Source: an optimization exercise on an open RTL-to-GDS flow (aim: small area, a short achievable clock period and few clock cycles). Production flows keep margins and buffers that such runs may drop. RTL that was checked went through simulation tests only; none was proved equivalent to the original.

==> flow/design.v <==
module lenet_engine (
    input  wire        clk,
    input  wire        rst,         
    input  wire        start,
    input  wire [3:0]  op,
    output wire        busy,
    output reg         done,
    output reg         act_re,
    output reg  [14:0] act_raddr,
    input  wire [15:0] act_rdata,
    output reg         act_we,
    output reg  [14:0] act_waddr,
    output reg  [15:0] act_wdata,
    output reg         wt_re,
    output reg  [18:0] wt_raddr,
    input  wire [15:0] wt_rdata
);
    localparam [14:0] IMG_BASE   = 15'd0;
    localparam [14:0] C1_BASE    = 15'd784;
    localparam [14:0] P1_BASE    = 15'd12304;
    localparam [14:0] C2_BASE    = 15'd15184;
    localparam [14:0] P2_BASE    = 15'd17744;
    localparam [14:0] H1_BASE    = 15'd18384;
    localparam [14:0] LOGIT_BASE = 15'd18784;
    localparam [18:0] WC1_BASE = 19'd0;
    localparam [18:0] BC1_BASE = 19'd500;
    localparam [18:0] WC2_BASE = 19'd520;
    localparam [18:0] BC2_BASE = 19'd20520;
    localparam [18:0] WF1_BASE = 19'd20560;
    localparam [18:0] BF1_BASE = 19'd276560;
    localparam [18:0] WF2_BASE = 19'd276960;
    localparam [18:0] BF2_BASE = 19'd280960;
    reg        busy_r;
    reg        run;           
    reg        init;          
    reg  [6:1] st;            
    reg        fwd;           
    assign busy = busy_r;
    wire s_conv = st[1] | st[3];
    wire s_pool = st[2] | st[4];
    wire s_fc   = st[5] | st[6];
    reg [2:0] kx, ky;         
    reg [9:0] z;              
    reg [4:0] ox, oy;         
    reg [8:0] k;              
    reg       k_end;          
    reg [18:0] wsave;         
    reg i_bias;               
    reg i_first;              
    wire [14:0] in_base = ({15{st[1]}} & IMG_BASE) | ({15{st[2]}} & C1_BASE) |
                          ({15{st[3]}} & P1_BASE)  | ({15{st[4]}} & C2_BASE) |
                          ({15{st[5]}} & P2_BASE)  | ({15{st[6]}} & H1_BASE);
    wire [18:0] w_base  = ({19{st[1]}} & WC1_BASE) | ({19{st[3]}} & WC2_BASE) |
                          ({19{st[5]}} & WF1_BASE) | ({19{st[6]}} & WF2_BASE);
    wire [18:0] b_base  = ({19{st[1]}} & BC1_BASE) | ({19{st[3]}} & BC2_BASE) |
                          ({19{st[5]}} & BF1_BASE) | ({19{st[6]}} & BF2_BASE);
    wire [2:0]  kx0 = s_pool ? 3'd3 : 3'd4;
    wire [9:0]  z0  = ({10{st[3]}} & 10'd19) | ({10{st[5]}} & 10'd639) | ({10{st[6]}} & 10'd399);
    wire [4:0]  o0  = ({5{st[1]}} & 5'd23) | ({5{st[2]}} & 5'd11) |
                      ({5{st[3]}} & 5'd7)  | ({5{st[4]}} & 5'd3);
    wire [8:0]  k_last = ({9{st[1] | st[2]}} & 9'd19) | ({9{st[3] | st[4]}} & 9'd39) |
                         ({9{st[5]}} & 9'd399) | ({9{st[6]}} & 9'd9);
    wire kx0_z   = (kx == 3'd0);
    wire ky0_z   = (ky == 3'd0);
    wire z0_z    = (z == 10'd0);
    wire mac_end = z0_z & (s_fc | (kx0_z & ky0_z));
    wire ox_end  = (ox == 5'd0);
    wire oy_end  = (oy == 5'd0);
    wire plane_end = ox_end & oy_end;
    wire out_end = k_end & (s_fc | plane_end);
    wire chan_next = s_fc | plane_end;               
    reg [14:0] a_step;
    always @(*) begin
        a_step = 15'd1;
        if (s_pool) begin
            if (kx == 3'd2) a_step = st[2] ? 15'd23 : 15'd7;          
        end else if (s_conv && kx0_z) begin
            if (!ky0_z)     a_step = st[1] ? 15'd24 : 15'd8;          
            else            a_step = 15'd92;                          
        end
    end
    reg [14:0] o_step;
    always @(*) begin
        if (!ox_end)
            o_step = st[1] ? -15'd115 : st[3] ? -15'd2787 : st[2] ? -15'd23 : -15'd7;
        else
            o_step = st[1] ? -15'd111 : st[3] ? -15'd2783 : 15'd1;
    end
    wire o_load = s_fc | (s_conv & plane_end);      
    wire stage_last = !fwd | st[6];
    wire start_ok = start && !busy_r;
    wire op_run   = (op == 4'd15) || (op >= 4'd1 && op <= 4'd6);
    wire out_step = run & (s_pool ? kx0_z : i_bias);
    always @(posedge clk) begin
        if (rst) begin
            busy_r <= 1'b0;
            run    <= 1'b0;
            init   <= 1'b0;
            act_re <= 1'b0;
            wt_re  <= 1'b0;
            i_bias <= 1'b0;
        end else begin
            if (start_ok) begin
                busy_r <= 1'b1;
                fwd    <= (op == 4'd15);
                st     <= (op == 4'd15) ? 6'b000001 : (6'b000001 << (op[2:0] - 3'd1));
                init   <= op_run;
            end
            if (w_end)
                busy_r <= 1'b0;
            if (init) begin
                init <= 1'b0;
                run  <= 1'b1;
                act_raddr <= in_base;
                wt_raddr  <= w_base;
                wsave     <= w_base;
                i_bias    <= 1'b0;
                act_re    <= 1'b1;
                wt_re     <= !s_pool;
            end else if (run) begin
                if (!s_pool && !i_bias && !mac_end) begin
                    act_raddr <= act_raddr + a_step;
                    wt_raddr  <= wt_raddr + 19'd1;
                end else if (!s_pool && !i_bias) begin
                    i_bias   <= 1'b1;
                    act_re   <= 1'b0;
                    wt_raddr <= b_base + {10'd0, k};
                    if (chan_next)
                        wsave <= wt_raddr + 19'd1;
                    act_raddr <= o_load ? in_base : act_raddr + o_step;
                end else if (s_pool && !kx0_z) begin
                    act_raddr <= act_raddr + a_step;
                end else begin
                    i_bias   <= 1'b0;
                    wt_raddr <= wsave;
                    if (s_pool)
                        act_raddr <= act_raddr + o_step;
                    act_re <= 1'b1;
                    if (out_end) begin
                        act_re <= 1'b0;
                        wt_re  <= 1'b0;
                        run    <= 1'b0;
                        if (!stage_last) begin
                            st   <= st << 1;
                            init <= 1'b1;
                        end
                    end
                end
            end
        end
    end
    always @(posedge clk) begin
        if (init) begin
            kx <= kx0; ky <= 3'd4; z <= z0; ox <= o0; oy <= o0; k <= 9'd0;
            k_end <= 1'b0;
            i_first <= 1'b1;
        end else if (run) begin
            if (out_step) begin
                kx <= kx0; ky <= 3'd4; z <= z0;
                i_first <= 1'b1;
                if (chan_next) begin
                    ox <= o0; oy <= o0; k <= k + 9'd1;
                    k_end <= (k + 9'd1 == k_last);
                end else if (ox_end) begin
                    ox <= o0; oy <= oy - 5'd1;
                end else
                    ox <= ox - 5'd1;
            end else if (!i_bias) begin
                i_first <= 1'b0;
                if (s_fc) begin
                    z <= z - 10'd1;
                end else if (!kx0_z || s_pool) begin
                    kx <= kx - 3'd1;
                end else begin
                    kx <= 3'd4;
                    if (!ky0_z)
                        ky <= ky - 3'd1;
                    else begin
                        ky <= 3'd4;
                        z  <= z - 10'd1;
                    end
                end
            end
        end
    end
    reg d_end, r_end, m_end, a_end, w_end;
    reg d_bias, d_pool, d_first, d_last, d_relu;
    reg r_first, r_last, r_relu, r_pool;
    reg m_first, m_last, m_relu;
    reg fin, fin_relu;
    reg signed [15:0] a_r;
    reg [7:0] bd_one, bd_two, bd_neg;        
    reg [31:0] s_r, c_r;
    reg [31:0] acc;
    wire cmd_end = (out_step && out_end && stage_last) || (start_ok && !op_run);
    wire fin_nx  = m_last || (r_last && r_pool);
    always @(posedge clk) begin
        if (rst) begin
            d_end <= 1'b0; r_end <= 1'b0; m_end <= 1'b0; a_end <= 1'b0; w_end <= 1'b0;
            done  <= 1'b0;
            d_last <= 1'b0; r_last <= 1'b0; m_last <= 1'b0;
            d_pool <= 1'b0; r_pool <= 1'b0;
            fin    <= 1'b0;
            act_we <= 1'b0;
        end else begin
            d_end <= cmd_end;
            r_end <= d_end;
            m_end <= r_end;
            a_end <= m_end;
            w_end <= a_end;
            done  <= w_end;
            d_last <= out_step;
            d_pool <= run && s_pool;
            r_last <= d_last;
            r_pool <= d_pool;
            m_last <= r_last && !r_pool;
            fin    <= fin_nx;
            act_we <= fin;
        end
    end
    wire [16:0] wx = {wt_rdata, 1'b0};
    reg  [7:0] bo, bt, bn;
    integer j;
    always @(*) begin
        for (j = 0; j < 8; j = j + 1) begin
            bo[j] = wx[2*j] ^ wx[2*j+1];
            bt[j] = (wx[2*j+2] ^ wx[2*j+1]) & ~(wx[2*j] ^ wx[2*j+1]);
            bn[j] = wx[2*j+2] & ~(wx[2*j+1] & wx[2*j]);
        end
    end
    reg [31:0] row [0:8];
    reg [16:0] sel;
    integer i2;
    always @(*) begin
        row[8] = 32'hAAAB0000;              
        for (i2 = 0; i2 < 8; i2 = i2 + 1) begin
            sel = (({17{bd_one[i2]}} & {a_r[15], a_r}) | ({17{bd_two[i2]}} & {a_r, 1'b0})) ^
                  {17{bd_neg[i2]}};
            row[i2] = {15'd0, ~sel[16], sel[15:0]} << (2*i2);
            row[8]  = row[8] | ({31'd0, bd_neg[i2]} << (2*i2));
        end
    end
    function [63:0] csa;                    
        input [31:0] x, y, w;
        csa = {((x & y) | (x & w) | (y & w)) << 1, x ^ y ^ w};
    endfunction
    wire [63:0] l1a = csa(row[0], row[1], row[2]);
    wire [63:0] l1b = csa(row[3], row[4], row[5]);
    wire [63:0] l1c = csa(row[6], row[7], row[8]);
    wire [63:0] l2a = csa(l1a[31:0], l1a[63:32], l1b[31:0]);
    wire [63:0] l2b = csa(l1b[63:32], l1c[31:0], l1c[63:32]);
    wire [63:0] l3a = csa(l2a[31:0], l2a[63:32], l2b[31:0]);
    wire [63:0] l4a = csa(l3a[31:0], l3a[63:32], l2b[63:32]);
    wire [31:0] acc_in = m_first ? 32'd0 : acc;
    wire [31:0] acc_sum = acc_in + s_r + c_r;
    always @(posedge clk) begin
        d_bias  <= i_bias;
        d_first <= i_first && !i_bias;
        d_relu  <= !s_pool && !st[6];
        a_r <= d_bias ? 16'sd256 : $signed(act_rdata);
        bd_one <= bo; bd_two <= bt; bd_neg <= bn;
        r_first <= d_first; r_relu <= d_relu;
        s_r <= l4a[31:0];
        c_r <= l4a[63:32];
        m_first <= r_first; m_relu <= r_relu;
        acc[31:24] <= acc_sum[31:24];
        acc[7:0]   <= acc_sum[7:0];
        if (r_pool) begin
            if (r_first || (a_r > $signed(acc[23:8])))
                acc[23:8] <= a_r;
        end else
            acc[23:8] <= acc_sum[23:8];
        fin_relu <= r_pool ? 1'b0 : m_relu;
        if (start_ok)
            act_waddr <= (op == 4'd15) ? (C1_BASE - 15'd1) :
                         ({15{op[2:0] == 3'd1}} & (C1_BASE - 15'd1)) |
                         ({15{op[2:0] == 3'd2}} & (P1_BASE - 15'd1)) |
                         ({15{op[2:0] == 3'd3}} & (C2_BASE - 15'd1)) |
                         ({15{op[2:0] == 3'd4}} & (P2_BASE - 15'd1)) |
                         ({15{op[2:0] == 3'd5}} & (H1_BASE - 15'd1)) |
                         ({15{op[2:0] == 3'd6}} & (LOGIT_BASE - 15'd1));
        else if (fin)
            act_waddr <= act_waddr + 15'd1;
        act_wdata <= (fin_relu && acc[31]) ? 16'd0 : acc[23:8];
    end
endmodule
export LEC_CHECK = 0
export ABC_CLOCK_PERIOD_IN_PS = 3000
export CAP_MARGIN = 20
export CORE_MARGIN = 2
export CORE_UTILIZATION = 40
export CTS_CLUSTER_DIAMETER = 100
export CTS_CLUSTER_SIZE = 24
export SLEW_MARGIN = 20
create_clock -name core_clock -period 10.0 [get_ports {clk}]
standard.sh (not shown) runs the stock make flow with config.mk's settings and CLKGATE_MAP_FILE= SYNTH_SCRIPT=/design/flow/synth_recipe.tcl, a recipe that flattens the netlist after the stock synthesis.
==> flow/flow/run.sh <==
#!/bin/bash
set -euo pipefail
bash standard.sh SETUP_SLACK_MARGIN=6.9 finish > flow_make.log 2>&1
Rerun with:
--- a/flow/design.v
+++ b/flow/design.v
@@ -189,11 +189,12 @@
     reg m_first, m_last, m_relu;
     reg fin, fin_relu;
     reg signed [15:0] a_r;
     reg [7:0] bd_one, bd_two, bd_neg;        
     reg [31:0] s_r, c_r;
-    reg [31:0] acc;
+    reg [31:0] acc;       
+    reg        acc_cy;
     wire cmd_end = (out_step && out_end && stage_last) || (start_ok && !op_run);
     wire fin_nx  = m_last || (r_last && r_pool);
     always @(posedge clk) begin
         if (rst) begin
             d_end <= 1'b0; r_end <= 1'b0; m_end <= 1'b0; a_end <= 1'b0; w_end <= 1'b0;
@@ -250,21 +251,27 @@
     wire [63:0] l2a = csa(l1a[31:0], l1a[63:32], l1b[31:0]);
     wire [63:0] l2b = csa(l1b[63:32], l1c[31:0], l1c[63:32]);
     wire [63:0] l3a = csa(l2a[31:0], l2a[63:32], l2b[31:0]);
     wire [63:0] l4a = csa(l3a[31:0], l3a[63:32], l2b[63:32]);
     wire [31:0] acc_in = m_first ? 32'd0 : acc;
-    wire [31:0] acc_sum = acc_in + s_r + c_r;
+    wire        cy_in  = m_first ? 1'b0 : acc_cy;
+    wire [63:0] l5a    = csa(acc_in, s_r, c_r);
+    wire [16:0] lo_sum = l5a[15:0] + l5a[47:32];
+    wire [15:0] hi_sum = l5a[31:16] + l5a[63:48] + {15'd0, cy_in};
+    wire [31:0] acc_sum = {hi_sum, lo_sum[15:0]};
+    wire [15:0] acc_hi = acc[31:16] + {15'd0, acc_cy};    
     always @(posedge clk) begin
         d_bias  <= i_bias;
         d_first <= i_first && !i_bias;
         d_relu  <= !s_pool && !st[6];
         a_r <= d_bias ? 16'sd256 : $signed(act_rdata);
         bd_one <= bo; bd_two <= bt; bd_neg <= bn;
         r_first <= d_first; r_relu <= d_relu;
         s_r <= l4a[31:0];
         c_r <= l4a[63:32];
         m_first <= r_first; m_relu <= r_relu;
+        acc_cy     <= r_pool ? 1'b0 : lo_sum[16];
         acc[31:24] <= acc_sum[31:24];
         acc[7:0]   <= acc_sum[7:0];
         if (r_pool) begin
             if (r_first || (a_r > $signed(acc[23:8])))
                 acc[23:8] <= a_r;
@@ -279,8 +286,8 @@
                          ({15{op[2:0] == 3'd4}} & (P2_BASE - 15'd1)) |
                          ({15{op[2:0] == 3'd5}} & (H1_BASE - 15'd1)) |
                          ({15{op[2:0] == 3'd6}} & (LOGIT_BASE - 15'd1));
         else if (fin)
             act_waddr <= act_waddr + 15'd1;
-        act_wdata <= (fin_relu && acc[31]) ? 16'd0 : acc[23:8];
+        act_wdata <= (fin_relu && acc_hi[15]) ? 16'd0 : {acc_hi[7:0], acc[15:8]};
     end
 endmodule
Result:
- The new run finished with timing, DRC and antenna clean
- global-route usage decreases by 0.32 points
- synthesized area increases by 1.3%
- via count increases by about 4.7%
- cell area increases by about 3%
- register-to-register slack improved by 100 ps
Testbench counts after the change, summed over its fixed seeds: cycles 7,426,332.
Function not checked in the first run of this note: the RTL went through the layout flow alone.

==> afterwards: timing with drivers on the ports <==
No port has a modelled driver above. Below, the same layouts with a new extraction and two added sets of constraints. Step 1 assumes that a clkbuf_16 drives the clock port and a buf_2 every other input. Step 2 adds t to the input delays and takes it off the output delays; t is the mean of the earliest and latest rising clock arrival at the registers after step 1. Input paths then give back, and output paths get back, about the clock's delay inside the block. Slacks: no drivers / after step 1 / after step 2; pairs: no drivers / after step 1.
run | t (ns) | slack for setup (ns) | latest minus earliest clock arrival (ns) | worst register clock-pin slew, ns
the first run | 0.581 | 6.730 / 6.730 / 6.374 | 0.022 / 0.022 | 0.10 / 0.10
the second run | 0.583 | 6.822 / 6.767 / 6.397 | 0.029 / 0.029 | 0.10 / 0.10
After both steps setup and hold are still met in every run listed. The setup slack of the second run, which loses most, moves by -0.055 ns with the drivers and by -0.425 ns with both steps.
